What follows belongs to an exercise in optimizing a design on an open flow for small area, a short achievable clock period and few clock cycles; a production flow would make more cautious choices.
RTL that was checked went through simulation tests only; none was proved equivalent to the original.
No functional check of the RTL was part of runs 1 to 4.
No activity file was given, so power comes from the tool's default toggle rates.

## flow/config.mk

```make
export PLATFORM = sky130hd
export DESIGN_NAME = gt06_fsr
export DESIGN_NICKNAME = gt06_fsr
export VERILOG_FILES = /design/flow/design.v
export SDC_FILE = /design/flow/constraint.sdc
export NUM_CORES = 4
export LEC_CHECK = 0
export CAP_MARGIN = 20
export CORE_MARGIN = 2
export CORE_UTILIZATION = 60
export CTS_BUF_LIST = sky130_fd_sc_hd__clkbuf_8
export CTS_CLUSTER_DIAMETER = 60
export CTS_CLUSTER_SIZE = 20
export SLEW_MARGIN = 20
```

## flow/constraint.sdc

```tcl
create_clock -name core_clock -period 10.0 [get_ports {clk}]
set_input_delay 2.0000 -clock core_clock [delete_from_list [all_inputs] [get_ports {clk}]]
set_output_delay 2.0000 -clock core_clock [all_outputs]
set_load 0.01 [all_outputs]
```

## flow/design.v

```verilog
module gt06_fsr (
    input  wire       clk,
    input  wire       rst,         
    input  wire       in_valid,
    input  wire [7:0] in_data,
    output wire       in_ready,
    input  wire [6:0] now_yy,
    input  wire [6:0] now_mo,
    input  wire [6:0] now_dd,
    input  wire [6:0] now_hh,
    input  wire [6:0] now_mi,
    input  wire [6:0] now_ss,
    output reg        out_valid,
    output reg  [7:0] out_data,
    output reg        out_last,
    output reg        out_rsp
);
    localparam N  = 264;         
    localparam M  = 8;           
    localparam K  = 4;           
    localparam NW = N / M;
    localparam NR = N / K;
    localparam Q  = 4;           
    localparam QB = 2;           
    localparam WA = 3;           
    localparam WB = 11;
    localparam RA = 11;          
    localparam RB = 6;
    function [7:0] bcd;
        input [6:0] v;
        begin
            case (v)
                7'd0: bcd = 8'h00;
                7'd1: bcd = 8'h01;
                7'd2: bcd = 8'h02;
                7'd3: bcd = 8'h03;
                7'd4: bcd = 8'h04;
                7'd5: bcd = 8'h05;
                7'd6: bcd = 8'h06;
                7'd7: bcd = 8'h07;
                7'd8: bcd = 8'h08;
                7'd9: bcd = 8'h09;
                7'd10: bcd = 8'h10;
                7'd11: bcd = 8'h11;
                7'd12: bcd = 8'h12;
                7'd13: bcd = 8'h13;
                7'd14: bcd = 8'h14;
                7'd15: bcd = 8'h15;
                7'd16: bcd = 8'h16;
                7'd17: bcd = 8'h17;
                7'd18: bcd = 8'h18;
                7'd19: bcd = 8'h19;
                7'd20: bcd = 8'h20;
                7'd21: bcd = 8'h21;
                7'd22: bcd = 8'h22;
                7'd23: bcd = 8'h23;
                7'd24: bcd = 8'h24;
                7'd25: bcd = 8'h25;
                7'd26: bcd = 8'h26;
                7'd27: bcd = 8'h27;
                7'd28: bcd = 8'h28;
                7'd29: bcd = 8'h29;
                7'd30: bcd = 8'h30;
                7'd31: bcd = 8'h31;
                7'd32: bcd = 8'h32;
                7'd33: bcd = 8'h33;
                7'd34: bcd = 8'h34;
                7'd35: bcd = 8'h35;
                7'd36: bcd = 8'h36;
                7'd37: bcd = 8'h37;
                7'd38: bcd = 8'h38;
                7'd39: bcd = 8'h39;
                7'd40: bcd = 8'h40;
                7'd41: bcd = 8'h41;
                7'd42: bcd = 8'h42;
                7'd43: bcd = 8'h43;
                7'd44: bcd = 8'h44;
                7'd45: bcd = 8'h45;
                7'd46: bcd = 8'h46;
                7'd47: bcd = 8'h47;
                7'd48: bcd = 8'h48;
                7'd49: bcd = 8'h49;
                7'd50: bcd = 8'h50;
                7'd51: bcd = 8'h51;
                7'd52: bcd = 8'h52;
                7'd53: bcd = 8'h53;
                7'd54: bcd = 8'h54;
                7'd55: bcd = 8'h55;
                7'd56: bcd = 8'h56;
                7'd57: bcd = 8'h57;
                7'd58: bcd = 8'h58;
                7'd59: bcd = 8'h59;
                7'd60: bcd = 8'h60;
                7'd61: bcd = 8'h61;
                7'd62: bcd = 8'h62;
                7'd63: bcd = 8'h63;
                7'd64: bcd = 8'h64;
                7'd65: bcd = 8'h65;
                7'd66: bcd = 8'h66;
                7'd67: bcd = 8'h67;
                7'd68: bcd = 8'h68;
                7'd69: bcd = 8'h69;
                7'd70: bcd = 8'h70;
                7'd71: bcd = 8'h71;
                7'd72: bcd = 8'h72;
                7'd73: bcd = 8'h73;
                7'd74: bcd = 8'h74;
                7'd75: bcd = 8'h75;
                7'd76: bcd = 8'h76;
                7'd77: bcd = 8'h77;
                7'd78: bcd = 8'h78;
                7'd79: bcd = 8'h79;
                7'd80: bcd = 8'h80;
                7'd81: bcd = 8'h81;
                7'd82: bcd = 8'h82;
                7'd83: bcd = 8'h83;
                7'd84: bcd = 8'h84;
                7'd85: bcd = 8'h85;
                7'd86: bcd = 8'h86;
                7'd87: bcd = 8'h87;
                7'd88: bcd = 8'h88;
                7'd89: bcd = 8'h89;
                7'd90: bcd = 8'h90;
                7'd91: bcd = 8'h91;
                7'd92: bcd = 8'h92;
                7'd93: bcd = 8'h93;
                7'd94: bcd = 8'h94;
                7'd95: bcd = 8'h95;
                7'd96: bcd = 8'h96;
                7'd97: bcd = 8'h97;
                7'd98: bcd = 8'h98;
                7'd99: bcd = 8'h99;
                default: bcd = 8'h00;
            endcase
        end
    endfunction
    function ack_id;
        input [7:0] p;
        begin
            case (p)
                8'h01, 8'h13, 8'h22, 8'h26, 8'h27,
                8'h28, 8'h2A, 8'hA0, 8'hA1, 8'hA4: ack_id = 1'b1;
                default:                            ack_id = 1'b0;
            endcase
        end
    endfunction
    function [15:0] crc_byte;
        input [15:0] c;
        input [7:0]  d;
        integer k;
        reg [15:0] r;
        begin
            r = c ^ {8'h00, d};
            for (k = 0; k < 8; k = k + 1)
                r = r[0] ? ((r >> 1) ^ 16'h8408) : (r >> 1);
            crc_byte = r;
        end
    endfunction
    reg        in_ready_r;
    reg        iq_v;
    reg  [7:0] iq_d;
    assign in_ready = in_ready_r;
    wire acc = in_valid & in_ready_r;
    reg [7:0]    wq [0:Q-1];
    reg [QB-1:0] wq_hd, wq_tl;
    reg [Q-1:0]  wq_th;          
    wire         wq_ne   = wq_th[0];
    wire         wq_full = wq_th[Q-1];
    reg        s_hunt, s_lenm, s_body;   
    reg        s_prev78;
    reg [8:0]  s_cnt;        
    reg        s_first;      
    reg        s_tc;         
    reg        s_len0;
    reg        s_pend5;      
    reg [5:0]  spill;        
    reg [41:0] tm;           
    reg  s_cnt1, s_cnt2;     
    wire b78    = (iq_d == 8'h78);
    wire tc_start  = iq_v && s_body && s_cnt1 && s_tc;
    wire spill_on  = (spill != 6'd0);
    wire spill_psh = spill_on && !wq_full;
    reg        hold_r;       
    reg  [7:0] tmb;          
    wire tc_next   = s_body && s_tc && !s_first && (iq_v ? s_cnt2 : s_cnt1);
    wire push   = spill_psh || (iq_v && (s_lenm || s_body));
    wire [7:0] push_d = spill_on ? tmb : iq_d;
    wire frame_end = iq_v && s_body && s_cnt1;
    wire th_le_qm3 = !wq_th[Q-3];
    wire th_le_qm2 = !wq_th[Q-2];
    wire th_le_qm1 = !wq_th[Q-1];
    reg  room_ok;
    always @(*) begin
        case ({push, pop})
            2'b10:   room_ok = acc ? th_le_qm3 : th_le_qm2;
            2'b01:   room_ok = acc ? th_le_qm1 : 1'b1;
            default: room_ok = acc ? th_le_qm2 : th_le_qm1;
        endcase
    end
    wire commit = (frame_end && !s_len0) || (iq_v && s_hunt && s_pend5);
    reg [8*N-1:0] ring;
    reg [2:0]     wl;            
    reg [WA-1:0]  wa;
    reg [WB-1:0]  wb;
    reg [1:0]     rl;            
    reg [RA-1:0]  ra;
    reg [RB-1:0]  rb;
    reg [8:0]     occ;           
    reg           full_r;        
    reg           ne_r;          
    wire pop = wq_ne && (wl == 3'd0) && !full_r;
    wire [7:0] wdata = wq[wq_hd];
    wire ring_ok = (rl == 2'd0) && ne_r;
    wire rd;                     
    reg [7:0] rd_mux;
    integer j;
    always @(*) begin
        rd_mux = 8'h00;
        for (j = 0; j < NR; j = j + 1)
            if (ra[j / RB] && rb[j % RB]) rd_mux = rd_mux | ring[8*K*j +: 8];
    end
    genvar g;
    generate
        for (g = 0; g < N; g = g + 1) begin : slot
            if (g % M == 0) begin : wp
                always @(posedge clk)
                    ring[8*g +: 8] <= (pop && wa[g / M / WB] && wb[g / M % WB]) ? wdata
                                    : ring[8*((g+N-1)%N) +: 8];
            end else begin : sh
                always @(posedge clk)
                    ring[8*g +: 8] <= ring[8*(g-1) +: 8];
            end
        end
    endgenerate
    localparam FS_IDLE = 2'd0, FS_H1 = 2'd1, FS_BODY = 2'd2, FS_RSP = 2'd3;
    reg [1:0] f_state;
    reg [8:0] fg;                
    reg [3:0] ridx;              
    reg       rsp_tc;
    reg [7:0] len_r, pid_r, s0_r, s1_r;
    reg [8:0] len5_r;            
    reg       pid_8a, pid_ack;
    reg [7:0] fpend;             
    reg       fp_nz;
    reg       i_v, i_ring, i_crch, i_crcl, i_last, i_rsp, i_crc, i_init;
    reg       i_len, i_pid, i_body;
    reg [7:0] i_imm;
    reg [1:0] nf_state;
    reg       f_start;
    reg       n_rsp_tc;
    reg       w_ring;            
    wire last_body = (fg == len5_r);
    wire has_rsp   = (len_r != 8'h00) && (pid_8a || pid_ack);
    always @(*) begin
        i_v = 1'b0; i_ring = 1'b0; i_crch = 1'b0; i_crcl = 1'b0;
        i_last = 1'b0; i_rsp = 1'b0; i_crc = 1'b0; i_init = 1'b0;
        i_len = 1'b0; i_pid = 1'b0; i_body = 1'b0;
        i_imm = 8'h78;
        nf_state = f_state;
        f_start = 1'b0;
        n_rsp_tc = rsp_tc;
        case (f_state)
            FS_IDLE: begin
                if (fp_nz) begin
                    i_v = 1'b1;
                    f_start = 1'b1;
                    nf_state = FS_H1;
                end
            end
            FS_H1: begin
                i_v = 1'b1;
                nf_state = FS_BODY;
            end
            FS_BODY: begin
                i_ring = 1'b1; i_body = 1'b1;
                i_len = (fg == 9'd3);
                i_pid = (fg == 9'd4);
                if (ring_ok) begin
                    i_v = 1'b1;
                    if (last_body) begin
                        i_last = 1'b1;
                        n_rsp_tc = pid_8a;
                        nf_state = has_rsp ? FS_RSP : FS_IDLE;
                    end
                end
            end
            default: begin
                i_rsp = 1'b1;
                i_v   = 1'b1;
                if (rsp_tc) begin
                    case (ridx)
                        4'd0:  begin i_imm = 8'h78; i_init = 1'b1; end
                        4'd1:  i_imm = 8'h78;
                        4'd2:  begin i_imm = 8'h0B; i_crc = 1'b1; end
                        4'd3:  begin i_imm = 8'h8A; i_crc = 1'b1; end
                        4'd4, 4'd5, 4'd6, 4'd7, 4'd8, 4'd9: begin
                            i_v = ring_ok; i_ring = 1'b1; i_crc = 1'b1;
                        end
                        4'd10: begin i_imm = s0_r; i_crc = 1'b1; end
                        4'd11: begin i_imm = s1_r; i_crc = 1'b1; end
                        4'd12: i_crch = 1'b1;
                        4'd13: i_crcl = 1'b1;
                        4'd14: i_imm = 8'h0D;
                        default: begin i_imm = 8'h0A; i_last = 1'b1; end
                    endcase
                end else begin
                    case (ridx)
                        4'd0:  begin i_imm = 8'h78; i_init = 1'b1; end
                        4'd1:  i_imm = 8'h78;
                        4'd2:  begin i_imm = 8'h05; i_crc = 1'b1; end
                        4'd3:  begin i_imm = pid_r; i_crc = 1'b1; end
                        4'd4:  begin i_imm = s0_r; i_crc = 1'b1; end
                        4'd5:  begin i_imm = s1_r; i_crc = 1'b1; end
                        4'd6:  i_crch = 1'b1;
                        4'd7:  i_crcl = 1'b1;
                        4'd8:  i_imm = 8'h0D;
                        default: begin i_imm = 8'h0A; i_last = 1'b1; end
                    endcase
                end
                if (i_v && i_last) nf_state = FS_IDLE;
            end
        endcase
    end
    assign rd = w_ring && ring_ok;
    wire [3:0] n_ridx = (f_state != FS_RSP) ? 4'd0 : (i_v ? ridx + 4'd1 : ridx);
    wire n_w_ring = (nf_state == FS_BODY) ||
                    (nf_state == FS_RSP && n_rsp_tc &&
                     n_ridx >= 4'd4 && n_ridx <= 4'd9);
    reg        q_v, q_ring, q_crch, q_crcl, q_last, q_rsp, q_crc, q_init;
    reg        q_len, q_pid, q_body;
    reg [7:0]  q_imm;
    reg [8:0]  q_fg;
    reg [7:0]  rd_q;
    reg [15:0] crc;
    reg        cap_s1;           
    wire [15:0] crc_o = ~crc;
    wire [7:0] cdn = q_ring ? rd_q : q_imm;
    wire [7:0] odn = q_crch ? crc_o[15:8] :
                     q_crcl ? crc_o[7:0] : cdn;
    wire [7:0] len_eff = q_len ? rd_q : len_r;
    wire       q_bb = q_v && q_body;
    wire       is_s0 = q_bb && (q_fg == {1'b0, len_eff});
    integer qi;
    always @(posedge clk) begin
        rd_q     <= rd_mux;
        out_data <= odn;
        out_last <= q_last;
        out_rsp  <= q_rsp;
        iq_d     <= in_data;
        if (!hold_r)
            tm <= {now_yy, now_mo, now_dd, now_hh, now_mi, now_ss};
        else if (spill_psh)
            tm <= {tm[34:0], 7'd0};
        tmb <= bcd(spill_psh ? tm[34:28] : tm[41:35]);
        if (push) wq[wq_tl] <= push_d;
        if (iq_v && s_body && s_first) s_tc <= (iq_d == 8'h8A) && !s_len0;
        q_ring <= i_ring; q_crch <= i_crch; q_crcl <= i_crcl;
        q_last <= i_last; q_rsp <= i_rsp; q_crc <= i_crc & i_v;
        q_init <= i_init & i_v;
        q_len <= i_len; q_pid <= i_pid; q_body <= i_body;
        q_imm <= i_imm; q_fg <= fg;
        if (q_init) crc <= 16'hFFFF;
        else if (q_crc) crc <= crc_byte(crc, cdn);
        if (q_bb && q_len) begin
            len_r  <= rd_q;
            len5_r <= {1'b0, rd_q} + 9'd5;
        end
        if (q_bb && q_pid) begin
            pid_r   <= rd_q;
            pid_8a  <= (rd_q == 8'h8A);
            pid_ack <= ack_id(rd_q);
        end
        if (f_start) begin
            s0_r   <= 8'h78;
            s1_r   <= 8'h78;
            cap_s1 <= 1'b0;
        end else if (q_bb) begin
            if (is_s0) s0_r <= rd_q;
            if (cap_s1 || (q_len && rd_q == 8'h02)) s1_r <= rd_q;
            cap_s1 <= is_s0;
        end
        rsp_tc <= n_rsp_tc;
        if (rst) begin
            in_ready_r <= 1'b1;
            iq_v      <= 1'b0;
            s_hunt    <= 1'b1;
            s_lenm    <= 1'b0;
            s_body    <= 1'b0;
            s_prev78  <= 1'b0;
            s_pend5   <= 1'b0;
            spill     <= 6'd0;
            hold_r    <= 1'b0;
            w_ring    <= 1'b0;
            wq_hd     <= 0;
            wq_tl     <= 0;
            wq_th     <= 0;
            wl        <= 3'd0;
            wa        <= 1;
            wb        <= 1;
            rl        <= 2'd3;
            ra        <= 1 << (RA - 1);
            rb        <= 1 << (RB - 1);
            occ       <= 9'd0;
            full_r    <= 1'b0;
            ne_r      <= 1'b0;
            f_state   <= FS_IDLE;
            fpend     <= 8'd0;
            fp_nz     <= 1'b0;
            fg        <= 9'd3;
            len5_r    <= 9'd0;
            ridx      <= 4'd0;
            q_v       <= 1'b0;
            out_valid <= 1'b0;
        end else begin
            iq_v <= acc;
            if (iq_v) begin
                if (s_hunt) begin
                    if (s_pend5) s_pend5 <= 1'b0;
                    if (s_prev78 && b78) begin
                        s_hunt   <= 1'b0;
                        s_lenm   <= 1'b1;
                        s_prev78 <= 1'b0;
                    end else begin
                        s_prev78 <= b78;
                    end
                end
                if (s_lenm) begin
                    s_lenm  <= 1'b0;
                    s_body  <= 1'b1;
                    s_cnt   <= {1'b0, iq_d} + 9'd2;
                    s_cnt1  <= 1'b0;
                    s_cnt2  <= (iq_d == 8'h00);
                    s_len0  <= (iq_d == 8'h00);
                    s_first <= 1'b1;
                end
                if (s_body) begin
                    s_first <= 1'b0;
                    s_cnt   <= s_cnt - 9'd1;
                    s_cnt1  <= s_cnt2;
                    s_cnt2  <= (s_cnt == 9'd3);
                    if (s_cnt1) begin
                        s_body  <= 1'b0;
                        s_hunt  <= 1'b1;
                        s_pend5 <= s_len0;
                    end
                end
            end
            hold_r <= (acc && tc_next) || tc_start ||
                      (spill_on && !(spill[0] && spill_psh));
            if (tc_start)       spill <= 6'b100000;
            else if (spill_psh) spill <= spill >> 1;
            if (push) wq_tl <= (wq_tl == Q - 1) ? 0 : wq_tl + 1;
            if (pop)  wq_hd <= (wq_hd == Q - 1) ? 0 : wq_hd + 1;
            if (push && !pop)      wq_th <= {wq_th[Q-2:0], 1'b1};
            else if (pop && !push) wq_th <= {1'b0, wq_th[Q-1:1]};
            in_ready_r <= !(acc && tc_next) && !tc_start &&
                          (!spill_on || (spill[0] && spill_psh)) &&
                          room_ok;
            if (!pop) begin
                wl <= wl + 3'd1;
                if (wl == 3'd7) begin
                    wb <= {wb[WB-2:0], wb[WB-1]};
                    if (wb[WB-1]) wa <= {wa[WA-2:0], wa[WA-1]};
                end
            end
            if (!rd) begin
                rl <= rl + 2'd1;
                if (rl == 2'd3) begin
                    rb <= {rb[RB-2:0], rb[RB-1]};
                    if (rb[RB-1]) ra <= {ra[RA-2:0], ra[RA-1]};
                end
            end
            if (pop && !rd)      occ <= occ + 9'd1;
            else if (rd && !pop) occ <= occ - 9'd1;
            full_r <= (pop && !rd && occ == N - 1) || (full_r && !rd);
            ne_r   <= pop || (ne_r && !(rd && occ == 9'd1));
            f_state <= nf_state;
            if (commit && !f_start)      fpend <= fpend + 8'd1;
            else if (f_start && !commit) fpend <= fpend - 8'd1;
            if (commit && !f_start)      fp_nz <= 1'b1;
            else if (f_start && !commit) fp_nz <= (fpend != 8'd1);
            if (f_state == FS_H1) fg <= 9'd3;
            else if (rd && f_state == FS_BODY) fg <= fg + 9'd1;
            ridx   <= n_ridx;
            w_ring <= n_w_ring;
            q_v       <= i_v;
            out_valid <= q_v;
        end
    end
endmodule
```

## flow/run.sh

```bash
#!/bin/bash
# synth_recipe.tcl (not shown) runs the flow's synth.tcl, then flattens the netlist and writes it again
# the make line also repeats each setting of config.mk as NAME=value (left out here)
make -C /OpenROAD-flow-scripts/flow DESIGN_CONFIG=/design/flow/config.mk WORK_HOME=/design/flow/orfs CLKGATE_MAP_FILE= SYNTH_SCRIPT=/design/flow/synth_recipe.tcl finish
```

==> reports/results.txt, run 1 <==
The flow ran to the end and the layout has no timing, DRC or antenna violations. For the timing-limited maximum frequency, the log shows 0.263 GHz. The post-route standard cell area excluding fillers was 66800 um2; the fraction of synthesized cell area taken by the top area cell type was 0.745. The routed layout has 33.3k vias. For the worst-skew pair, the clock arrives at the later sink with an insertion delay of 880 ps. Counting along the longest clock path gives a buffer depth of 3. Buffers added to address setup during post-CTS repair amount to 0. The fraction of synthesized cell area in xor and xnor cells came out at 0.0115. The logs give 31.5k for the number of global-route vias before repair and 1800 ps for the worst endpoint data arrival time. The library cells used most frequently in the layout, excluding fill and tap cells, are 2296 x dfxtp_1, 462 x nand2_1, 319 x o21ai_0. For the worst flop-to-flop path, the logic depth is 12. The pre-antenna-repair detailed-routing pass consisted of 7 iterations.

The routability congestion estimate was 0.801. By area, the combinational part of the netlist is dominated by compound AO/OA/AOI/OAI gates. During placement, the flow inserted port buffers numbering 64. Across the routed clock network, the largest skew measured is 48.1 ps.

For this run, design rule violations remaining after detail routing come to 0. The logs give 4 for the number of antenna violations at the first check in global routing and 0.603 for the starting utilization of the core area. The library cell used most frequently in the layout, excluding fill and tap cells, is dfxtp_1. Pin placement for this block handled 65 I/O pins.

Across the run, the number of max-cap violations was 0. Detailed routing placed a total of 8.11 mm of wire on met3. Yosys mapped a number of flops with a built-in enable equal to 106. The residual antenna-violating net count after detailed routing came out at 0. The count of instances resized after the clock tree is built is 0. Cell with the largest stage delay on the worst path: clkdlybuf4s50_1. The chip width works out to 326 um.

The number of levels in the clock H-tree was 4; the biggest fanout along the worst timing path was 4. The logs give 148 for the TritonCTS buffer count and 0.263 for the combined global-route utilization of all metal layers. The clock transition at the registers of the reported paths is 120 ps, and the compound-gate portion of the synthesized area is 0.0869.

Synthesis handed over a netlist of 4660 instances. The path class of the tightest hold or removal check is reg -> reg. The combinational share of power is 0.017, and the post-detailed-placement cell area is 64300 um2.

The logs give 205 mm for the global-route wire length before repair and 0 ps for the final-layout setup total negative slack. In this run the power spent charging and discharging nets is 0.00307 W. Setup repair after global routing left no endpoint under its margin.

The floorplan step set the die height to 326 um. In the final routed layout, each cell accounts on average for 22.9 um. In this run, the number of DRC markers left after iteration 0 of detailed routing was 2996. The run gives 67 as the count of distinct cell types in the synthesized netlist. Setup violations remaining at the end of the flow were counted as 0. The run gives 0.208 as the worst slew margin relative to its limit. The area of the die is 106000 um2, and the met2 wire length is 63.3 mm.

The post-synthesis async set-or-reset flop share was 0. The worst setup path is of the reg -> out kind. The run gives 7913 as the number of inserted filler cells in the final layout. Signal routing reaches up to met4. The analysis attributes to cell leakage a power of 25.0 nW.

The core outline area came out at 103000 um2. Cell internal power was estimated by the tool at 0.0113 W. The final core utilization was 0.647; the required time of the critical path was 8000 ps. Most frequently used flop master after synthesis: dfxtp_1. The net count of the finished layout is 4815. The worst path in the final design needs a cycle of 3800 ps, including I/O delays and setup. Cell count along the critical path: 1. The detailed router put a total of 66.1 mm of wire on met1. The top cell type by total area after synthesis was dfxtp_1.

The average size of a mapped cell works out to 13.3 um2. TritonCTS built the clock tree. The post-synthesis mux area share was 0.0197; the post-synthesis cell area was 62200 um2.

STA classifies the critical path endpoint as an output port. The signal on the critical path passes through clkdlybuf4s50_1. The worst IR drop on VDD was 0.180 mV. The tree built by TritonCTS fans out to 2420 sinks.

For the count of final hold-check violations, the log shows 0. Transition time at the pin with the least slew margin: 1190 ps. The floorplan has 118 rows. The final layout contains routed wiring with a total length of 141 mm.

Summing internal, switching and leakage power gives 0.0144 W. The tools report the critical path startpoint category as a register. Share of post-route cells with drive strength above 1: 0.0745. The part of the total power dissipated in sequential elements is 0.681, and the final clock period utilization by the worst path is 0.380. When the netlist entered floorplanning its net count stood at 4751. Adder-cell area share of the yosys netlist: 0.00764.

The number of buffers and inverters on the critical path came out at 1. In this design, the largest share of critical-path delay is due to buffers and inverters. The area growth from synthesis to layout works out to 7.41%. Entering global routing, the biggest net connects 83 pins.

The number of max-slew violations in the final report was 0; the final cell count without fillers was 6155. After clock tree synthesis, the flow added hold-fix buffers numbering 0. Counting flops and latches in the post-synthesis netlist gives 2420. The count of yosys warnings during synthesis is 1, and the post-synthesis simple-gate area fraction is 0.0623. The root buffer cell chosen for the clock tree is clkbuf_8.

After global routing the overflow that remains totals 0. The net switching fraction of the power is 0.213, and the share of power burned in the clock network is 0.302. Dividing total power by cell area gives a power density of 216 nW/um2. On the worst path, the slowest cell contributes a delay of 550 ps. Ranked by total cell area, the synthesized netlist is headed by dfxtp_1 74%, edfxtp_1 5.1%, nand2_1 2.8%, o21ai_0 2.6%, a22oi_1 2.0%.

Using the TritonRoute via totals, the vias-per-cell ratio works out to 5.41. The HPWL after detailed placement came out at 85.6 mm. Counting instances, the worst hold path has a depth of 0. The number of placed instances, taps included, is 5954. For the post-synthesis sequential area ratio, the log shows 0.796.
==> worst paths after layout <==
path	slack, ps	endpoint	start
worst max-delay path	6200	in_ready	in_ready_r$_SDFF_PP1_
worst min-delay path	320	ring[436]$_DFF_P_	ring[428]$_DFF_P_
worst max register to register	6880	tmb[2]$_DFF_P_	spill[5]$_SDFFE_PP0P_
worst min register to register	320	ring[436]$_DFF_P_	ring[428]$_DFF_P_
==> layout make-up <==
class                           instances  area [um2]  share of cell area
Sequential cell                      2420       49500               0.741
Tap cell                             1380        1730              0.0258
Antenna cell                            8        20.0            0.000300
Timing Repair Buffer                  124        1090              0.0163
Inverter                               53         199             0.00298
Clock buffer                          155        2130              0.0319
Multi-Input combinational cell       1977       11800               0.176
Clock inverter                         38         357             0.00534
==> kinds of logic (layout without fill, tap and decap cells) <==
kind of cell	after synthesis	count (layout)
fa+ha+maj	38	38
xor+xnor	82	82
mux	115	115
buf+inv	263	370
flops	2420	2420
simple gates	882	882
compound gates	860	860
other cells	0	8
==> flip-flops by register name, indices dropped and copies added (netlist names), 9 cells and up, named ones only <==
| name | cells |
|---|---|
| ring | 2112 |
| tm | 42 |
| wq | 32 |
| crc | 16 |
| ra | 11 |
| wb | 11 |
| fg | 9 |
| len5_r | 9 |
| occ | 9 |
| q_fg | 9 |
| s_cnt | 9 |
==> layer usage <==
metal,global-route usage,vias to the layer above
met5,0,-
met4,0.0791,0
met3,0.0398,215
met2,0.409,968
met1,0.383,16200
li1,-,15900
==> power by group through the flow <==
stage	clock, W	sequential, W	combinational [W]
final	0.00435	0.00982	0.000243
after global placement	0	0.0100	0.000236
after floorplan	0	0.0100	0.000144
after CTS	0.00445	0.00982	0.000241
after detailed placement	0	0.0100	0.000240
after global routing	0.00479	0.00983	0.000260
==> metrics by stage <==
step | hold slack (ps) | setup slack [ps]
after global routing | 318 | 6090
after global placement | 310 | 5850
final | 316 | 6200
after detailed placement | 312 | 5860
after floorplan | 310 | 6740
after CTS | 314 | 6100
==> synthesized netlist by cell type (14+ instances only) <==
master / instances
mux2i_1: 58
inv_1: 47
nor2_1: 144
nor4_1: 16
and3_1: 19
o211ai_1: 16
xnor2_1: 57
nand3_1: 95
clkbuf_1: 176
a21oi_1: 155
a22o_1: 38
nand4_1: 27
o22ai_1: 17
a222oi_1: 28
xor2_1: 25
nand2_1: 466
mux2_2: 56
nor3_1: 28
buf_1: 28
ha_1: 38
nand2b_1: 15
edfxtp_1: 106
dfxtp_1: 2314
a211oi_1: 14
or2_2: 15
a221oi_1: 15
o21ai_0: 327
a31oi_1: 20
a22oi_1: 169
==> run 2, diff against run 1 <==
--- a/flow/config.mk
+++ b/flow/config.mk
@@ -10,5 +10,5 @@
 export CORE_UTILIZATION = 60
-export CTS_BUF_LIST = sky130_fd_sc_hd__clkbuf_8
+export CTS_BUF_LIST = sky130_fd_sc_hd__clkbuf_16
 export CTS_CLUSTER_DIAMETER = 60
-export CTS_CLUSTER_SIZE = 20
+export CTS_CLUSTER_SIZE = 30
 export SLEW_MARGIN = 20
==> reports/results.txt, run 2 <==
By startpoint and endpoint, the worst setup path is classified as reg -> out. The run gives 1680 ps (-120 ps) as the worst endpoint data arrival time. Leakage power summed over all cells: 25.9 nW (+3.7%).

The cell with the largest stage delay on the worst path is clkdlybuf4s50_1. The insertion delay of the later-clocked pin in the worst-skew pair is 770 ps (-110 ps). The number of levels in the clock H-tree was 4 (unchanged); the maximum cell stage delay along the critical path was 550 ps (about the same). The maximum clock insertion buffer count is 3 (unchanged), and the number of max-slew violations in the final report is 0 (unchanged).

The starting utilization of the core area was 0.603 (unchanged); the register bit count reported by yosys was 2420 (unchanged). The final clock period utilization by the worst path is 0.368 (-0.0119), and the post-synthesis instance total is 4660 (unchanged). Setup repair after global routing left no endpoint under its margin. The chip width was 326 um (unchanged). For the count of instances resized after the clock tree is built, the log shows 0 (unchanged).

The number of max-capacitance violations reported was 0 (unchanged). The required time of the critical path is 8000 ps (about the same). Area growth from synthesis to layout: 10.7%.

The placement row count was 118 (unchanged); the number of sinks handled by clock tree synthesis was 2420 (unchanged). The run gives 4751 (unchanged) as the net count after synthesis. The number of placed I/O pins is 65 (unchanged). Post-synthesis simple-gate area fraction: 0.0623 (unchanged). The detailed-route vias per instance is 5.39 (-0.36%), and the fraction of synthesized cell area in xor and xnor cells is 0.0115 (unchanged). The post-synthesis mux area share was 0.0197 (unchanged). The number of setup violations in the final report came out at 0 (unchanged).

The time the worst path needs with I/O delays and setup is 3680 ps (-119 ps). The logs give 8 (+1) for the number of iterations in the first detailed-routing pass and 0.169 (-0.0385) for the worst slew margin relative to its limit. The leading cell type in the layout, fill and taps excluded was dfxtp_1. The flip-flop count of the largest register, all copies and words added is 2112 (unchanged). The minimum hold slack is 309 ps (-7.67 ps), and the global-route wire length before repair is 205 mm (+0.24%). The count of distinct cell types in the synthesized netlist was 67 (unchanged); the HPWL after detailed placement was 85.6 mm (unchanged). The total power per unit cell area came out at 235 nW/um2 (+8.9%). The min-delay analysis places its worst path in the category reg -> reg.

The count of yosys warnings during synthesis came out at 1 (unchanged). Sorting the synthesized cells by area gives the leading types as dfxtp_1 74%, edfxtp_1 5.1%, nand2_1 2.8%, o21ai_0 2.6%, a22oi_1 2.0%. The worst setup skew after layout came out at 44.4 ps (-3.67 ps). The family with the most delay on the worst path was buffers and inverters. The flow ran to the end and the layout has no timing, DRC or antenna violations. The quantity of I/O buffers inserted on ports was 64 (unchanged); the timing-limited maximum frequency was 0.272 GHz (+3.2%). The final-layout setup total negative slack was 0 ps (unchanged). The post-synthesis async set-or-reset flop share works out to 0 (unchanged). The register with the most flip-flops in the final layout is ring. The number of synthesized flops with an enable pin is 106 (unchanged). The post-synthesis cell area was 62200 um2 (unchanged); the vertical die dimension was 326 um (unchanged). The DRC violations left is 0 (unchanged). By area, the combinational part of the netlist is dominated by compound AO/OA/AOI/OAI gates. Among all cell types in the netlist, the one instantiated most often is dfxtp_1. The number of buffers and inverters on the critical path is 1 (unchanged). TritonCTS built the clock tree.

The tools report the area of the die as 106000 um2 (unchanged). The via total after detailed routing was 33.4k (+0.30%); the final global-route overflow total was 0 (unchanged). The clock transition at the registers of the reported paths was 90 ps (-30 ps).

Leaving out fill and tap cells, the most frequent cells in the layout are 2296 x dfxtp_1, 462 x nand2_1, 319 x o21ai_0. The compound-gate portion of the synthesized area is 0.0869 (unchanged), and the adder-cell area share of the yosys netlist is 0.00764 (unchanged). The synthesized design spends more area on one cell type than any other, namely dfxtp_1.

The DRC marker count from the first detailed-route iteration is 2817 (-6.0%), and the worst IR drop on VDD is 0.223 mV (+24%). The tools report the maximum number of pins on one net before global-route repair as 83 (unchanged). For the combined global-route utilization of all metal layers, the log shows 0.264 (about the same).

Average size of a mapped cell: 13.3 um2 (unchanged). The share of post-route cells with drive strength above 1 is 0.0835 (+0.00902). Fraction of synthesized cell area taken by the top area cell type: 0.745 (unchanged).

The routed wire length per instance is 22.7 um (-0.68%), and the post-synthesis sequential area ratio is 0.796 (unchanged). The largest registers in the layout are ring (2112), tm (42), wq (32). The tools report the net count of the finished layout as 4802 (-0.27%). For the TritonCTS buffer count, the log shows 135 (-8.8%). The run gives 0 (unchanged) as the number of buffers inserted by hold repair at cts.

The logs give 3 (-1) for the number of antenna violations at the first check in global routing and 0 (unchanged) for the residual antenna-violating net count after detailed routing. The core outline area is 103000 um2 (unchanged), and the biggest fanout along the worst timing path is 4 (unchanged). For the count of final hold-check violations, the log shows 0 (unchanged). Number of global-route vias before repair: 31.6k (+0.16%).

The critical path startpoint category was a register. Traced cell by cell, the critical path runs through clkdlybuf4s50_1. The tools report the type of destination of the critical path as an output port. The most frequently used flop master after synthesis was dfxtp_1. The routability congestion estimate came out at 0.801 (unchanged). The tree is rooted in a clkbuf_16. After synthesis, the most frequently instantiated cells are 2314 x dfxtp_1, 466 x nand2_1, 327 x o21ai_0, 176 x clkbuf_1, 169 x a22oi_1.

The number of buffers inserted to repair setup after CTS was 0 (unchanged); the transition time at the pin with the least slew margin was 1240 ps (+57.7 ps). The wire length after detailed routing was 141 mm (about the same).
-- run 2: worst paths after layout --
check                                    endpoint  slack (ps)             startpoint  cells after the start
worst max-delay path                     in_ready        6320  in_ready_r$_SDFF_PP1_                      1
worst min-delay path            ring[157]$_DFF_P_         310      ring[149]$_DFF_P_                      0
worst max register to register     tmb[2]$_DFF_P_        6860  spill[5]$_SDFFE_PP0P_                     12
worst min register to register  ring[157]$_DFF_P_         310      ring[149]$_DFF_P_                      0
-- run 2: layout make-up --
class,count,area (um2)
flip-flops and latches,2420,49500
fillers,7673,34300
multi-input cells,1977,11800
clock buffers,141,3530
well taps,1380,1730
repair buffers,124,1090
clock inverters,100,1040
inverters,53,199
diodes,1,2.50
-- run 2: logic make-up after synthesis --
family                   Yosys count
buffers and inverters            263
flip-flops                      2420
multiplexers                     115
AO/OA/AOI/OAI                    860
XOR/XNOR                          82
AND/OR/NAND/NOR                  882
adder cells (fa/ha/maj)           38
-- run 2: stage by stage --
stage	setup WS, ps	cells	cell area [um2]	total power [W]	utilization
floorplan	6740	4660	62200	0.0102	-
global placement	5850	5954	64300	0.0103	0.623
detailed placement	5860	5954	64300	0.0103	0.623
CTS	6270	6195	68900	0.0163	0.667
global route	6240	6195	68900	0.0167	0.667
finish	6320	6196	68900	0.0162	0.667
-- run 2: routing by layer --
metal | GRT usage | part of all wire
met3 | 0.0385 | 0.055
met4 | 0.0777 | 0.026
met1 | 0.382 | 0.47
met5 | 0 | 0
met2 | 0.413 | 0.45
-- run 2: report_power, final --
part,total [W],switching [W],internal [W]
clock,0.00612,0.00329,0.00283
combinational,0.000243,0.000156,0.0000876
sequential,0.00982,0.0000546,0.00976
==> run 3, diff against run 2 <==
--- a/flow/design.v
+++ b/flow/design.v
@@ -17,4 +17,4 @@
 );
-    localparam N  = 264;         
-    localparam M  = 8;           
+    localparam N  = 260;         
+    localparam M  = 10;          
     localparam K  = 4;           
@@ -24,6 +24,6 @@
     localparam QB = 2;           
-    localparam WA = 3;           
-    localparam WB = 11;
-    localparam RA = 11;          
-    localparam RB = 6;
+    localparam WA = 2;           
+    localparam WB = 13;
+    localparam RA = 5;           
+    localparam RB = 13;
     function [7:0] bcd;
@@ -201,3 +201,3 @@
     reg [8*N-1:0] ring;
-    reg [2:0]     wl;            
+    reg [3:0]     wl;            
     reg [WA-1:0]  wa;
@@ -210,3 +210,3 @@
     reg           ne_r;          
-    wire pop = wq_ne && (wl == 3'd0) && !full_r;
+    wire pop = wq_ne && (wl == 4'd0) && !full_r;
     wire [7:0] wdata = wq[wq_hd];
@@ -355,2 +355,15 @@
         if (push) wq[wq_tl] <= push_d;
+        if (iq_v && s_lenm) begin
+            s_cnt   <= {1'b0, iq_d} + 9'd2;
+            s_cnt1  <= 1'b0;
+            s_cnt2  <= (iq_d == 8'h00);
+            s_len0  <= (iq_d == 8'h00);
+            s_first <= 1'b1;
+        end
+        if (iq_v && s_body) begin
+            s_first <= 1'b0;
+            s_cnt   <= s_cnt - 9'd1;
+            s_cnt1  <= s_cnt2;
+            s_cnt2  <= (s_cnt == 9'd3);
+        end
         if (iq_v && s_body && s_first) s_tc <= (iq_d == 8'h8A) && !s_len0;
@@ -382,2 +395,5 @@
         rsp_tc <= n_rsp_tc;
+        ridx   <= n_ridx;
+        if (f_state == FS_H1) fg <= 9'd3;
+        else if (rd && f_state == FS_BODY) fg <= fg + 9'd1;
         if (rst) begin
@@ -396,3 +412,3 @@
             wq_th     <= 0;
-            wl        <= 3'd0;
+            wl        <= 4'd0;
             wa        <= 1;
@@ -408,5 +424,3 @@
             fp_nz     <= 1'b0;
-            fg        <= 9'd3;
             len5_r    <= 9'd0;
-            ridx      <= 4'd0;
             q_v       <= 1'b0;
@@ -429,13 +443,4 @@
                     s_body  <= 1'b1;
-                    s_cnt   <= {1'b0, iq_d} + 9'd2;
-                    s_cnt1  <= 1'b0;
-                    s_cnt2  <= (iq_d == 8'h00);
-                    s_len0  <= (iq_d == 8'h00);
-                    s_first <= 1'b1;
                 end
                 if (s_body) begin
-                    s_first <= 1'b0;
-                    s_cnt   <= s_cnt - 9'd1;
-                    s_cnt1  <= s_cnt2;
-                    s_cnt2  <= (s_cnt == 9'd3);
                     if (s_cnt1) begin
@@ -459,4 +464,4 @@
             if (!pop) begin
-                wl <= wl + 3'd1;
-                if (wl == 3'd7) begin
+                wl <= (wl == M - 1) ? 4'd0 : wl + 4'd1;
+                if (wl == M - 1) begin
                     wb <= {wb[WB-2:0], wb[WB-1]};
@@ -481,5 +486,2 @@
             else if (f_start && !commit) fp_nz <= (fpend != 8'd1);
-            if (f_state == FS_H1) fg <= 9'd3;
-            else if (rd && f_state == FS_BODY) fg <= fg + 9'd1;
-            ridx   <= n_ridx;
             w_ring <= n_w_ring;
==> reports/results.txt, run 3 <==
The logs give 4546 (-2.4%) for the post-synthesis instance total and 8000 ps (about the same) for the required time of the critical path. After synthesis, the most frequently instantiated cells are 2286 x dfxtp_1, 401 x nand2_1, 261 x o21ai_0, 162 x a22oi_1, 156 x nor2_1. By area the synthesized netlist is led by dfxtp_1 74%, edfxtp_1 5.1%, nand2_1 2.4%, o21ai_0 2.1%, a22oi_1 2.0%.

The number of buffers and inverters on the critical path came out at 1 (unchanged). In the layout the commonest cells are 2267 x dfxtp_1, 400 x nand2_1, 261 x o21ai_0. The average size of a mapped cell came out at 13.5 um2 (+1.3%).

The signal on the critical path passes through clkdlybuf4s50_1. The minimum hold slack is 289 ps (-19.3 ps), and the global-route wire length before repair is 201 mm (-2.0%). For the maximum number of pins on one net before global-route repair, the log shows 53 (-36%). The tools report the maximum clock insertion buffer count as 3 (unchanged). The fraction of synthesized cell area taken by the top area cell type is 0.744 (about the same), and the length in cells of the worst reg-to-reg path is 7 (-5). The class of the most critical hold timing path is reg -> reg.

The logs give 71 (+6.0%) for the count of distinct cell types in the synthesized netlist and 1 (unchanged) for the count of yosys warnings during synthesis. The post-synthesis cell area is 61500 um2 (-1.2%), and the DRC marker count from the first detailed-route iteration is 2912 (+3.4%). The register bit count reported by yosys was 2391 (-1.2%). For the area of the die, the log shows 105000 um2 (-1.1%). The tools report the count of final hold-check violations as 0 (unchanged). For the worst setup skew after layout, the log shows 39.8 ps (-4.61 ps). The transition time at the pin with the least slew margin is 1020 ps (-226 ps). The placement row count was 117 (-0.85%).

Number of sinks handled by clock tree synthesis: 2391 (-1.2%). The kind of cell with the highest combined delay along the critical path is buffers and inverters. The biggest fanout along the worst timing path is 4 (unchanged), and the worst IR drop on VDD is 0.191 mV (-14%). The core outline area was 102000 um2 (-1.4%); the quantity of I/O buffers inserted on ports was 64 (unchanged). The number of setup violations in the final report is 0 (unchanged). met2 is the most crowded layer. Post-synthesis async set-or-reset flop share: 0 (unchanged).

The final clock period utilization by the worst path came out at 0.372 (+0.00408). The clock transition at the registers of the reported paths works out to 100 ps (about the same). The logs give 0.0416 (+0.00316) for the met3 capacity usage during global routing and 31.0k (-1.9%) for the number of global-route vias before repair. Setup repair after global routing left no endpoint under its margin. The HPWL after detailed placement was 86.0 mm (+0.52%). Summed over all instances, the cell type with the most area after synthesis is dfxtp_1. The starting utilization of the core area came out at 0.604 (+0.00157).

The number of synthesized flops with an enable pin was 105 (-0.94%); the count of inserted antenna diode cells was 0 (-1). The tools report the combined global-route utilization of all metal layers as 0.265 (+0.00141). The worst setup path is of the reg -> out kind. The flip-flop count of the largest register, all copies and words added works out to 2080 (-1.5%).

TritonCTS built the clock tree. The run gives 0 (unchanged) as the number of max-slew violations in the final report. Routed wire length per instance: 22.7 um (-0.21%). The flow ran to the end and the layout has no timing, DRC or antenna violations. The number of iterations in the first detailed-routing pass was 8 (unchanged); the net count of the finished layout was 4691 (-2.3%).

The tools report the worst slew margin relative to its limit as 0.322 (+0.153). The vertical die dimension is 324 um (-0.57%), and the TritonCTS buffer count is 132 (-2.2%). The cell count along the critical path came out at 1 (unchanged). For the count of instances resized after the clock tree is built, the log shows 0 (unchanged). Critical path startpoint category: a register. The tools report the number of antenna violations at the first check in global routing as 2 (-1).

The share of post-route cells with drive strength above 1 came out at 0.0819 (-0.00161). The final global-route overflow total is 0 (unchanged), and the routability congestion estimate is 0.862 (+7.6%). The buffer cell driving the clock tree root is clkbuf_16.

The maximum cell stage delay along the critical path works out to 560 ps (about the same). The worst setup path is captured at an output port. DRC violations left: 0 (unchanged).

For the number of buffers inserted by hold repair at cts, the log shows 0 (unchanged). The tools report the insertion delay of the later-clocked pin in the worst-skew pair as 760 ps (about the same). The timing-limited maximum frequency came out at 0.269 GHz (-1.1%).

The run gives 65 (unchanged) as the number of placed I/O pins. The time the worst path needs with I/O delays and setup is 3720 ps (+40.8 ps). The slowest stage of the critical path is the clkdlybuf4s50_1 cell. The library cell used most frequently in the layout, excluding fill and tap cells, is dfxtp_1. The tools report the net count after synthesis as 4634 (-2.5%). The area growth from synthesis to layout was 10.9%. The total power per unit cell area was 237 nW/um2 (+0.99%); the number of levels in the clock H-tree was 4 (unchanged).

The tools report the leakage power summed over all cells as 25.9 nW (-0.12%). The via total after detailed routing was 32.4k (-2.9%); the final-layout setup total negative slack was 0 ps (unchanged). Worst endpoint data arrival time: 1720 ps (+40 ps). For the fraction of met1 tracks used by global routing, the log shows 0.372 (-0.0105).

The wire length after detailed routing was 138 mm (-2.2%); the post-synthesis sequential area ratio was 0.796 (about the same). Yosys instantiated no cell more often than dfxtp_1. Register with the most flip-flops: ring. The most frequently used flop master after synthesis is dfxtp_1. The run gives 0.428 (+0.0150) as the global-route met2 utilization. The tools report the number of max-capacitance violations reported as 0 (unchanged).

In the final layout, the registers with the most flip-flops are ring (2080), tm (42), wq (32). The number of buffers inserted to repair setup after CTS was 0 (unchanged); the number of instances on the worst hold path was 0 (unchanged). The chip width works out to 324 um (-0.57%).

The run gives 0 (unchanged) as the residual antenna-violating net count after detailed routing. The detailed-route vias per instance came out at 5.34 (-0.93%).
-- run 3: cell count changes after synthesis, moves of 20 or more --
cell	change
nand2_1	-65
a21oi_1	-20
o21ai_0	-66
clkbuf_1	-22
dfxtp_1	-28
mux2i_1	+24
-- run 3: layer usage --
metal | vias to the layer above | share of wire
met5 | - | 0
met1 | 15900 | 0.47
met4 | 0 | 0.025
met3 | 194 | 0.047
li1 | 15600 | -
met2 | 740 | 0.46
-- run 3: cells by family after synthesis --
| kind of cell | synth area share |
|---|---|
| compound gates | 0.0817 |
| mux | 0.0238 |
| fa+ha+maj | 0.00712 |
| xor+xnor | 0.0118 |
| simple gates | 0.0636 |
| flops | 0.796 |
| buf+inv | 0.0163 |
-- run 3: final timing paths --
kind,from,end,slack (ps)
max reg2reg,wq_th[3]$_SDFFE_PP0N_,tmb[1]$_DFF_P_,6620
min,ring[1267]$_DFF_P_,ring[1275]$_DFF_P_,290
max,in_ready_r$_SDFF_PP1_,in_ready,6280
min reg2reg,ring[1267]$_DFF_P_,ring[1275]$_DFF_P_,290
-- run 3: where the power goes --
part | switching, W | internal, W | leakage [nW]
clock | 0.00320 | 0.00296 | 2.26
combinational | 0.000183 | 0.000123 | 4.22
sequential | 0.0000623 | 0.00964 | 19.4
-- run 3: layout make-up --
type	instances	area, um2
multi-input cells	1903	11600
clock buffers	140	3500
fillers	7523	33600
inverters	49	184
clock inverters	93	1120
repair buffers	126	1100
flip-flops and latches	2391	48900
well taps	1368	1710
-- run 3: stage by stage --
stage	util	setup WS (ps)	power, W	instances	area, um2
6_report	0.670	6280	0.0162	6070	68200
3_3_place_gp	0.625	6610	0.0102	5837	63600
3_5_place_dp	0.625	6630	0.0102	5837	63600
4_1_cts	0.670	6220	0.0163	6070	68200
5_1_grt	0.670	6200	0.0167	6070	68200
2_1_floorplan	-	6990	0.0101	4546	61500
==> run 4, diff against run 3 <==
==> flow/flow/run.sh (new file) <==
#!/bin/bash
# Layout flow: the standard layout (standard.sh), with the input and
# output port buffers made of sky130_fd_sc_hd__buf_4 instead of the default
# (slow) delay-buffer cell. Every port keeps its buffer. Tool output goes to
# run_standard.log here; ORFS keeps its per-step logs under orfs/logs.
set -euo pipefail
export BUFFER_PORTS_ARGS="-buffer_cell sky130_fd_sc_hd__buf_4"
bash standard.sh > run_standard.log 2>&1
==> flow/standard.sh (new file) <==
#!/bin/bash
# synth_recipe.tcl (not shown) runs the flow's synth.tcl, then flattens the netlist and writes it again
# the make line also repeats each setting of config.mk as NAME=value (left out here)
make -C /OpenROAD-flow-scripts/flow DESIGN_CONFIG=/design/flow/config.mk WORK_HOME=/design/flow/orfs CLKGATE_MAP_FILE= SYNTH_SCRIPT=/design/flow/synth_recipe.tcl "${@:-finish}"
removed: flow/run.sh
==> reports/results.txt, run 4 <==
The post-synthesis simple-gate area fraction came out at 0.0636 (unchanged). The tools report the critical path startpoint category as a register. The quantity of I/O buffers inserted on ports is 64 (unchanged), and the register bit count reported by yosys is 2391 (unchanged). Fraction of synthesized cell area in xor and xnor cells: 0.0118 (unchanged). The tools report the count of distinct cell types in the synthesized netlist as 71 (unchanged).

The number of antenna violations at the first check in global routing is 2 (unchanged), and the post-synthesis instance total is 4546 (unchanged). The post-synthesis mux area share was 0.0238 (unchanged). For this run, the leading register cell type out of synthesis is dfxtp_1. The tools report the minimum hold slack as 296 ps (+6.85 ps). The final-layout setup total negative slack was 0 ps (unchanged); the core outline area was 102000 um2 (unchanged). The logs give 117 (unchanged) for the placement row count and 134 (+1.5%) for the TritonCTS buffer count.

The run gives 65 (unchanged) as the number of placed I/O pins. The detailed-route vias per instance was 5.34 (about the same); the count of yosys warnings during synthesis was 1 (unchanged). Counting flops per register, the top entry is ring. The dominant combinational cell family by area after synthesis is compound AO/OA/AOI/OAI gates. TritonCTS built the clock tree.

The number of instances on the worst hold path came out at 0 (unchanged). The routed wire length per instance came out at 22.9 um (+0.76%). The average size of a mapped cell is 13.5 um2 (unchanged). For the final global-route overflow total, the log shows 0 (unchanged). The run gives 6071 (+0.016%) as the final cell count without fillers. Leaving out fill and tap cells, the most frequent cell in the layout is dfxtp_1. In the layout the commonest cells are 2267 x dfxtp_1, 399 x nand2_1, 261 x o21ai_0. The starting utilization of the core area is 0.604 (unchanged). The number of max-slew violations in the final report came out at 0 (unchanged). The number of synthesized flops with an enable pin came out at 105 (unchanged).

The net count of the finished layout was 4684 (-0.15%); the number of inserted filler cells in the final layout was 7483 (-0.53%). The leakage power summed over all cells came out at 25.9 nW (+0.21%). The flow ran to the end and the layout has no timing, DRC or antenna violations. Compound-gate portion of the synthesized area: 0.0817 (unchanged).

The largest registers in the layout are ring (2080), tm (42), wq (32). The share of post-route cells with drive strength above 1 works out to 0.0950 (+0.0132). The total power per unit cell area was 238 nW/um2 (+0.40%); the clock transition at the registers of the reported paths was 100 ps (about the same). The cell with the most instances after synthesis is dfxtp_1. The maximum number of pins on one net before global-route repair is 68 (+28%), and the DRC violations left is 0 (unchanged). The class of the most critical hold timing path is reg -> reg. The run gives 0 (unchanged) as the number of buffers inserted to repair setup after CTS. The tools report the routability congestion estimate as 0.825 (-4.3%). The number of setup violations in the final report is 0 (unchanged), and the count of instances resized after the clock tree is built is 0 (unchanged).

The biggest fanout along the worst timing path works out to 19 (+15). The length in cells of the worst reg-to-reg path is 7 (unchanged), and the worst slew margin relative to its limit is 0.264 (-0.0582). The timing-limited maximum frequency is 0.285 GHz (+6.3%), and the transition time at the pin with the least slew margin is 1100 ps (+85.7 ps). The flip-flop count of the largest register, all copies and words added was 2080 (unchanged); the DRC marker count from the first detailed-route iteration was 2893 (-0.65%). The tools report the number of global-route vias before repair as 30.9k (-0.19%).

The worst IR drop on VDD was 0.195 mV (+2.4%); the fraction of synthesized cell area taken by the top area cell type was 0.744 (unchanged). The top cell type by total area after synthesis is dfxtp_1. The logs give 8 (unchanged) for the number of iterations in the first detailed-routing pass and 4150 ps (+2430 ps) for the worst endpoint data arrival time. Post-synthesis async set-or-reset flop share: 0 (unchanged). The global-route wire length before repair is 203 mm (+0.86%).

The run gives 85.5 mm (-0.61%) as the HPWL after detailed placement. The number of levels in the clock H-tree is 4 (unchanged), and the placed cell count is 5828 (-0.15%). The tools report the number of max-capacitance violations reported as 0 (unchanged).

The setup path with the least slack is of type reg -> reg. The post-synthesis cell area came out at 61500 um2 (unchanged). The chip width came out at 324 um (unchanged). The insertion delay of the later-clocked pin in the worst-skew pair came out at 780 ps (+20 ps).

The adder-cell area share of the yosys netlist is 0.00712 (unchanged), and the number of buffers inserted by hold repair at cts is 0 (unchanged). Counting instances in the post-synthesis netlist gives the leading cell types as 2286 x dfxtp_1, 401 x nand2_1, 261 x o21ai_0, 162 x a22oi_1, 156 x nor2_1. The logs give 0.267 (+0.00158) for the combined global-route utilization of all metal layers and 0 (unchanged) for the count of inserted antenna diode cells.

The number of sinks handled by clock tree synthesis came out at 2391 (unchanged). The area of the die was 105000 um2 (unchanged); the final clock period utilization by the worst path was 0.350 (-0.0220). The residual antenna-violating net count after detailed routing was 0 (unchanged).

For the required time of the critical path, the log shows 10650 ps (+2650 ps). The worst setup path is captured at a register. Vertical die dimension: 324 um (unchanged).

The area growth from synthesis to layout was 10.6%. Setup repair after global routing left no endpoint under its margin. The maximum clock insertion buffer count came out at 3 (unchanged).

In the post-synthesis netlist, the biggest area contributors are dfxtp_1 74%, edfxtp_1 5.1%, nand2_1 2.4%, o21ai_0 2.1%, a22oi_1 2.0%. The count of final hold-check violations was 0 (unchanged); the post-synthesis sequential area ratio was 0.796 (unchanged). The cell sitting at the root of the clock tree is a clkbuf_16.

For the via total after detailed routing, the log shows 32.4k (+0.11%). The worst setup skew after layout came out at 40.8 ps (+1.03 ps). For the wire length after detailed routing, the log shows 139 mm (+0.78%). The net count after synthesis was 4634 (unchanged). The time the worst path needs with I/O delays and setup is 3500 ps (-220 ps).
## run 4: cell count changes in the layout (fill, tap and decap cells not counted), moves of 4 or more
| cell | delta |
|---|---|
| inv_1 | +5 |
| buf_4 | +54 |
| clkdlybuf4s50_1 | -63 |
| inv_6 | +9 |
| clkinv_4 | -4 |
| clkbuf_16 | -4 |
| inv_16 | +4 |
## run 4: per-layer routing
| layer | up-vias | wire length (um) | track usage |
|---|---|---|---|
| met5 | - | 0 | 0 |
| met1 | 15800 | 66300 | 0.387 |
| met3 | 205 | 6510 | 0.0376 |
| met4 | 0 | 3430 | 0.0747 |
| li1 | 15600 | - | - |
| met2 | 844 | 62600 | 0.420 |
## run 4: area by class of cell
class / instances / area (um2) / share of cell area
Clock buffer: 136 / 3400 / 0.0500
Clock inverter: 107 / 1270 / 0.0187
Inverter: 49 / 184 / 0.00270
Multi-Input combinational cell: 1903 / 11600 / 0.171
Sequential cell: 2391 / 48900 / 0.720
Tap cell: 1368 / 1710 / 0.0252
Timing Repair Buffer: 117 / 878 / 0.0129
## run 4: worst max-delay path, cell delays in order, from the launching register on
cell      delay (ps)
dfxtp_1          530
a21oi_2          830
mux2i_1          500
ha_1             390
or3_1            410
a311oi_1         370
nor3_1            80
a221oi_1         280
## run 4: cells by family after synthesis
group,Yosys count
muxes,139
adders and majority gates,35
DFF,2391
xor gates and xnor gates,83
AOI/OAI and AO/OA,782
and+or+nand+nor,864
buffers and inverters,252
## run 4: metrics by stage
stage          power, W  setup WS [ps]  cell area [um2]   util
2_1_floorplan    0.0101           6990            61500      -
3_3_place_gp     0.0102           6700            63300  0.623
3_5_place_dp     0.0102           6600            63300  0.623
4_1_cts          0.0163           6560            68000  0.668
5_1_grt          0.0167           6270            68000  0.668
6_report         0.0162           6500            68000  0.668
## run 4: final timing paths
kind | start | end | slack, ps
max reg2reg | wq_th[3]$_SDFFE_PP0N_ | tmb[1]$_DFF_P_ | 6500
min reg2reg | ring[1258]$_DFF_P_ | ring[1266]$_DFF_P_ | 300
min | ring[1258]$_DFF_P_ | ring[1266]$_DFF_P_ | 300
max | wq_th[3]$_SDFFE_PP0N_ | tmb[1]$_DFF_P_ | 6500
## run 4: where the power goes
| group | switching [W] | internal, W |
|---|---|---|
| sequential | 0.0000698 | 0.00964 |
| clock | 0.00329 | 0.00291 |
| combinational | 0.000174 | 0.000116 |
| total | 0.00353 | 0.0127 |
==> run 5, diff against run 4 <==
--- a/flow/design.v
+++ b/flow/design.v
@@ -17,4 +17,4 @@
 );
-    localparam N  = 260;         
-    localparam M  = 10;          
+    localparam N  = 264;         
+    localparam M  = 8;           
     localparam K  = 4;           
@@ -24,6 +24,2 @@
     localparam QB = 2;           
-    localparam WA = 2;           
-    localparam WB = 13;
-    localparam RA = 5;           
-    localparam RB = 13;
     function [7:0] bcd;
@@ -158,2 +154,8 @@
     endfunction
+    function [8:0] inc_n;
+        input [8:0] x;
+        begin
+            inc_n = (x == N - 1) ? 9'd0 : x + 9'd1;
+        end
+    endfunction
     reg        in_ready_r;
@@ -201,8 +203,4 @@
     reg [8*N-1:0] ring;
-    reg [3:0]     wl;            
-    reg [WA-1:0]  wa;
-    reg [WB-1:0]  wb;
-    reg [1:0]     rl;            
-    reg [RA-1:0]  ra;
-    reg [RB-1:0]  rb;
+    reg [8:0]     W;             
+    reg [8:0]     R;             
     reg [8:0]     occ;           
@@ -210,5 +208,5 @@
     reg           ne_r;          
-    wire pop = wq_ne && (wl == 4'd0) && !full_r;
+    wire pop = wq_ne && (W % M == 0) && !full_r;
     wire [7:0] wdata = wq[wq_hd];
-    wire ring_ok = (rl == 2'd0) && ne_r;
+    wire ring_ok = (R % K == 0) && ne_r;
     wire rd;                     
@@ -219,3 +217,3 @@
         for (j = 0; j < NR; j = j + 1)
-            if (ra[j / RB] && rb[j % RB]) rd_mux = rd_mux | ring[8*K*j +: 8];
+            if (R / K == j) rd_mux = rd_mux | ring[8*K*j +: 8];
     end
@@ -226,3 +224,3 @@
                 always @(posedge clk)
-                    ring[8*g +: 8] <= (pop && wa[g / M / WB] && wb[g / M % WB]) ? wdata
+                    ring[8*g +: 8] <= (pop && W / M == g / M) ? wdata
                                     : ring[8*((g+N-1)%N) +: 8];
@@ -355,15 +353,2 @@
         if (push) wq[wq_tl] <= push_d;
-        if (iq_v && s_lenm) begin
-            s_cnt   <= {1'b0, iq_d} + 9'd2;
-            s_cnt1  <= 1'b0;
-            s_cnt2  <= (iq_d == 8'h00);
-            s_len0  <= (iq_d == 8'h00);
-            s_first <= 1'b1;
-        end
-        if (iq_v && s_body) begin
-            s_first <= 1'b0;
-            s_cnt   <= s_cnt - 9'd1;
-            s_cnt1  <= s_cnt2;
-            s_cnt2  <= (s_cnt == 9'd3);
-        end
         if (iq_v && s_body && s_first) s_tc <= (iq_d == 8'h8A) && !s_len0;
@@ -395,5 +380,2 @@
         rsp_tc <= n_rsp_tc;
-        ridx   <= n_ridx;
-        if (f_state == FS_H1) fg <= 9'd3;
-        else if (rd && f_state == FS_BODY) fg <= fg + 9'd1;
         if (rst) begin
@@ -412,8 +394,4 @@
             wq_th     <= 0;
-            wl        <= 4'd0;
-            wa        <= 1;
-            wb        <= 1;
-            rl        <= 2'd3;
-            ra        <= 1 << (RA - 1);
-            rb        <= 1 << (RB - 1);
+            W         <= 9'd0;
+            R         <= N - 1;
             occ       <= 9'd0;
@@ -424,3 +402,5 @@
             fp_nz     <= 1'b0;
+            fg        <= 9'd3;
             len5_r    <= 9'd0;
+            ridx      <= 4'd0;
             q_v       <= 1'b0;
@@ -443,4 +423,13 @@
                     s_body  <= 1'b1;
+                    s_cnt   <= {1'b0, iq_d} + 9'd2;
+                    s_cnt1  <= 1'b0;
+                    s_cnt2  <= (iq_d == 8'h00);
+                    s_len0  <= (iq_d == 8'h00);
+                    s_first <= 1'b1;
                 end
                 if (s_body) begin
+                    s_first <= 1'b0;
+                    s_cnt   <= s_cnt - 9'd1;
+                    s_cnt1  <= s_cnt2;
+                    s_cnt2  <= (s_cnt == 9'd3);
                     if (s_cnt1) begin
@@ -463,16 +452,4 @@
                           room_ok;
-            if (!pop) begin
-                wl <= (wl == M - 1) ? 4'd0 : wl + 4'd1;
-                if (wl == M - 1) begin
-                    wb <= {wb[WB-2:0], wb[WB-1]};
-                    if (wb[WB-1]) wa <= {wa[WA-2:0], wa[WA-1]};
-                end
-            end
-            if (!rd) begin
-                rl <= rl + 2'd1;
-                if (rl == 2'd3) begin
-                    rb <= {rb[RB-2:0], rb[RB-1]};
-                    if (rb[RB-1]) ra <= {ra[RA-2:0], ra[RA-1]};
-                end
-            end
+            W <= pop ? W : inc_n(W);
+            R <= rd  ? R : inc_n(R);
             if (pop && !rd)      occ <= occ + 9'd1;
@@ -486,2 +463,5 @@
             else if (f_start && !commit) fp_nz <= (fpend != 8'd1);
+            if (f_state == FS_H1) fg <= 9'd3;
+            else if (rd && f_state == FS_BODY) fg <= fg + 9'd1;
+            ridx   <= n_ridx;
             w_ring <= n_w_ring;
==> flow/run.sh (new file) <==
#!/bin/bash
# synth_recipe.tcl (not shown) runs the flow's synth.tcl, then flattens the netlist and writes it again
# the make line also repeats each setting of config.mk as NAME=value (left out here)
make -C /OpenROAD-flow-scripts/flow DESIGN_CONFIG=/design/flow/config.mk WORK_HOME=/design/flow/orfs CLKGATE_MAP_FILE= SYNTH_SCRIPT=/design/flow/synth_recipe.tcl finish
--- a/flow/config.mk
+++ b/flow/config.mk
@@ -9,6 +9,3 @@
 export CORE_MARGIN = 2
-export CORE_UTILIZATION = 60
-export CTS_BUF_LIST = sky130_fd_sc_hd__clkbuf_16
-export CTS_CLUSTER_DIAMETER = 60
-export CTS_CLUSTER_SIZE = 30
+export CORE_UTILIZATION = 40
 export SLEW_MARGIN = 20
removed: flow/flow/run.sh
removed: flow/standard.sh
==> reports/results.txt, run 5 <==
The final global-route overflow total is 0 (unchanged). The logs give 0 (unchanged) for the number of buffers inserted to repair setup after CTS and 158000 um2 (+55%) for the core outline area. The logs give 13.6k (+81%) for the number of inserted filler cells in the final layout and 0 (unchanged) for the number of max-slew violations in the final report.

The worst setup path is captured at a register. The timing-limited maximum frequency was 0.257 GHz (-10%). The logs give 34.2k (+11%) for the number of global-route vias before repair and 880 ps (+100 ps) for the insertion delay of the later-clocked pin in the worst-skew pair. The global-route wire length before repair is 241 mm (+19%), and the time the worst path needs with I/O delays and setup is 3890 ps (+391 ps). The leakage power summed over all cells was 28.3 nW (+9.0%); the DRC marker count from the first detailed-route iteration was 4609 (+59%). The tools report the number of placed I/O pins as 65 (unchanged). The via total after detailed routing was 36.2k (+12%).

The placement row count is 146 (+25%), and the fraction of synthesized cell area taken by the top area cell type is 0.724 (-0.0202). The transition time at the pin with the least slew margin works out to 1170 ps (+71.7 ps). The count of final hold-check violations was 0 (unchanged).

The tools report the number of iterations in the first detailed-routing pass as 9 (+1). For the final-layout setup total negative slack, the log shows 0 ps (unchanged). Setup repair after global routing left no endpoint under its margin.

The tools report the buffer cell driving the clock tree root as clkbuf_16. The flip-flop count of the largest register, all copies and words added came out at 2112 (+1.5%). The count of instances resized after the clock tree is built came out at 0 (unchanged). In the final layout, the registers with the most flip-flops are ring (2112), tm (42), wq (32). The worst slew margin relative to its limit is 0.217 (-0.0468). Final clock period utilization by the worst path: 0.389 (+0.0391). The run gives 0.774 (-0.0213) as the post-synthesis sequential area ratio. The number of synthesized flops with an enable pin is 106 (+0.95%), and the combined global-route utilization of all metal layers is 0.206 (-0.0605).

The post-synthesis cell area was 63500 um2 (+3.2%). The detailed-route vias per instance works out to 5.10 (-4.6%). The library cell used most frequently in the layout, excluding fill and tap cells, is dfxtp_1. The chip width came out at 402 um (+24%). The maximum number of pins on one net before global-route repair was 56 (-18%). Relative to the synthesized area, the layout overhead comes to 17.5%. TritonCTS built the clock tree.

The number of setup violations in the final report was 0 (unchanged). The top cell type by total area after synthesis is dfxtp_1. The routed wire length per instance came out at 24.0 um (+4.8%). The run gives 4770 (+2.9%) as the net count after synthesis.

The number of buffers inserted by hold repair at cts is 0 (unchanged). The register with the most flip-flops is ring. The run gives 162000 um2 (+54%) as the area of the die. The quantity of I/O buffers inserted on ports was 64 (unchanged); the routability congestion estimate was 1.00 (+22%). In the synthesized netlist the dominant register cell turns out to be dfxtp_1. The run gives 4681 (+3.0%) as the post-synthesis instance total.

The worst setup path is launched from a register. For the worst IR drop on VDD, the log shows 0.186 mV (-4.8%). The run gives 4600 ps (+450 ps) as the worst endpoint data arrival time.

The biggest fanout along the worst timing path came out at 41 (+22). The cell with the most instances after synthesis is dfxtp_1. Clock transition at the registers of the reported paths: 70 ps (-30 ps). For the count of yosys warnings during synthesis, the log shows 1 (unchanged).

The net count of the finished layout was 4922 (+5.1%). The length in cells of the worst reg-to-reg path was 8 (+1); the total power per unit cell area was 258 nW/um2 (+8.4%). The number of sinks handled by clock tree synthesis is 2402 (+0.46%). The vertical die dimension is 402 um (+24%). The share of post-route cells with drive strength above 1 was 0.138 (+0.0434); the starting utilization of the core area was 0.402 (-0.203). The number of antenna violations at the first check in global routing was 15 (+13). The commonest cells after synthesis are 2296 x dfxtp_1, 341 x nand2_1, 244 x o21ai_0, 179 x mux2_2, 172 x nor2_1. The tools report the count of distinct cell types in the synthesized netlist as 89 (+25%). The logs give 0 (unchanged) for the number of max-capacitance violations reported and 10710 ps (+60 ps) for the required time of the critical path.

The final core utilization is 0.472 (-0.197), and the worst setup skew after layout is 85.9 ps (+45.0 ps). The run gives 116 mm (+36%) as the HPWL after detailed placement. The register bit count reported by yosys is 2402 (+0.46%).

The wire length after detailed routing was 170 mm (+23%); the post-synthesis async set-or-reset flop share was 0 (unchanged). By area the synthesized netlist is led by dfxtp_1 72%, edfxtp_1 5.0%, mux2_2 3.2%, nand2_1 2.0%, o21ai_0 1.9%. The top cell types in the final layout, fill and taps aside, are 2290 x dfxtp_1, 341 x nand2_1, 236 x o21ai_0. The multi-input combinational cell area came out at 13500 um2 (+16%). The worst hold path belongs to the class reg -> reg.

For the residual antenna-violating net count after detailed routing, the log shows 0 (unchanged). The run finished with no timing, DRC or antenna violations. The logs give 49200 um2 (+0.44%) for the sequential cell area in the final layout and 0 (unchanged) for the DRC violations left. The run gives 4 (unchanged) as the number of levels in the clock H-tree. The worst setup path is of the reg -> reg kind. The maximum clock insertion buffer count came out at 3 (unchanged). Average size of a mapped cell: 13.6 um2 (+0.26%). The TritonCTS buffer count was 216 (+61%); the number of instances on the worst hold path was 0 (unchanged).
[run 5: worst max-delay path, stage by stage, from the launching register on]
cell	delay, ps
dfxtp_2	750
buf_4	620
and4b_1	470
buf_4	340
a22o_1	260
a221oi_1	230
a31oi_1	140
a2111oi_0	750
nand3_1	140
[run 5: cells by family (layout without fill, tap and decap cells)]
kind of cell,count (synthesis),in the layout,share of synthesized area
compound gates,714,714,0.0736
xor+xnor,95,95,0.0131
fa+ha+maj,37,37,0.00725
buf+inv,256,595,0.0171
flops,2402,2402,0.774
mux,262,262,0.0452
other cells,0,11,0
simple gates,915,915,0.0695
[run 5: report_power, final]
group / switching (W) / leakage (nW) / internal [W]
clock network: 0.00366 / 3.81 / 0.00517
registers: 0.0000873 / 19.5 / 0.00969
logic: 0.000437 / 4.98 / 0.000216
[run 5: worst paths after layout]
check | start | end | slack [ps]
max | R[3]$_SDFFE_PP0N_ | rd_q[7]$_DFF_P_ | 6110
min | ring[106]$_DFF_P_ | ring[114]$_DFF_P_ | 280
max reg2reg | R[3]$_SDFFE_PP0N_ | rd_q[7]$_DFF_P_ | 6110
min reg2reg | ring[106]$_DFF_P_ | ring[114]$_DFF_P_ | 280
[run 5: layout make-up]
cell class | instances | area share
antenna | 11 | 0.000369
clock buffer | 308 | 0.0841
clock inverter | 97 | 0.0212
inverter | 48 | 0.00242
multi-input combinational | 2023 | 0.181
sequential | 2402 | 0.659
tap | 2072 | 0.0348
timing repair buffer | 142 | 0.0169
[run 5: per-layer routing]
| layer | global-route usage | routed length, um | vias up | share of wire |
|---|---|---|---|---|
| li1 | - | - | 16400 | - |
| met1 | 0.290 | 75900 | 17700 | 0.45 |
| met2 | 0.299 | 71400 | 1692 | 0.42 |
| met3 | 0.0548 | 15600 | 412 | 0.091 |
| met4 | 0.0867 | 7320 | 4 | 0.043 |
| met5 | 0 | 27 | - | 0.00016 |
[run 5: through the flow]
stage,power (W),hold WS (ps),std cells,setup WS [ps],cell area [um2]
floorplan,0.0103,310,4681,6300,63500
global placement,0.0106,310,6683,6160,66600
detailed placement,0.0106,312,6686,6110,66700
CTS,0.0193,281,7091,6140,74500
global route,0.0198,298,7092,6100,74500
finish,0.0192,283,7103,6110,74600
Testbench counts of run 5, summed over its fixed seeds: cycles 38,185.

Check on run 5: ideal ports give 6.106 ns setup slack; a clkbuf_16 on the clock port and buf_2 on the inputs give 6.106 ns; moving port delays by the midpoint clock arrival (0.913 ns) as well gives 6.106 ns.
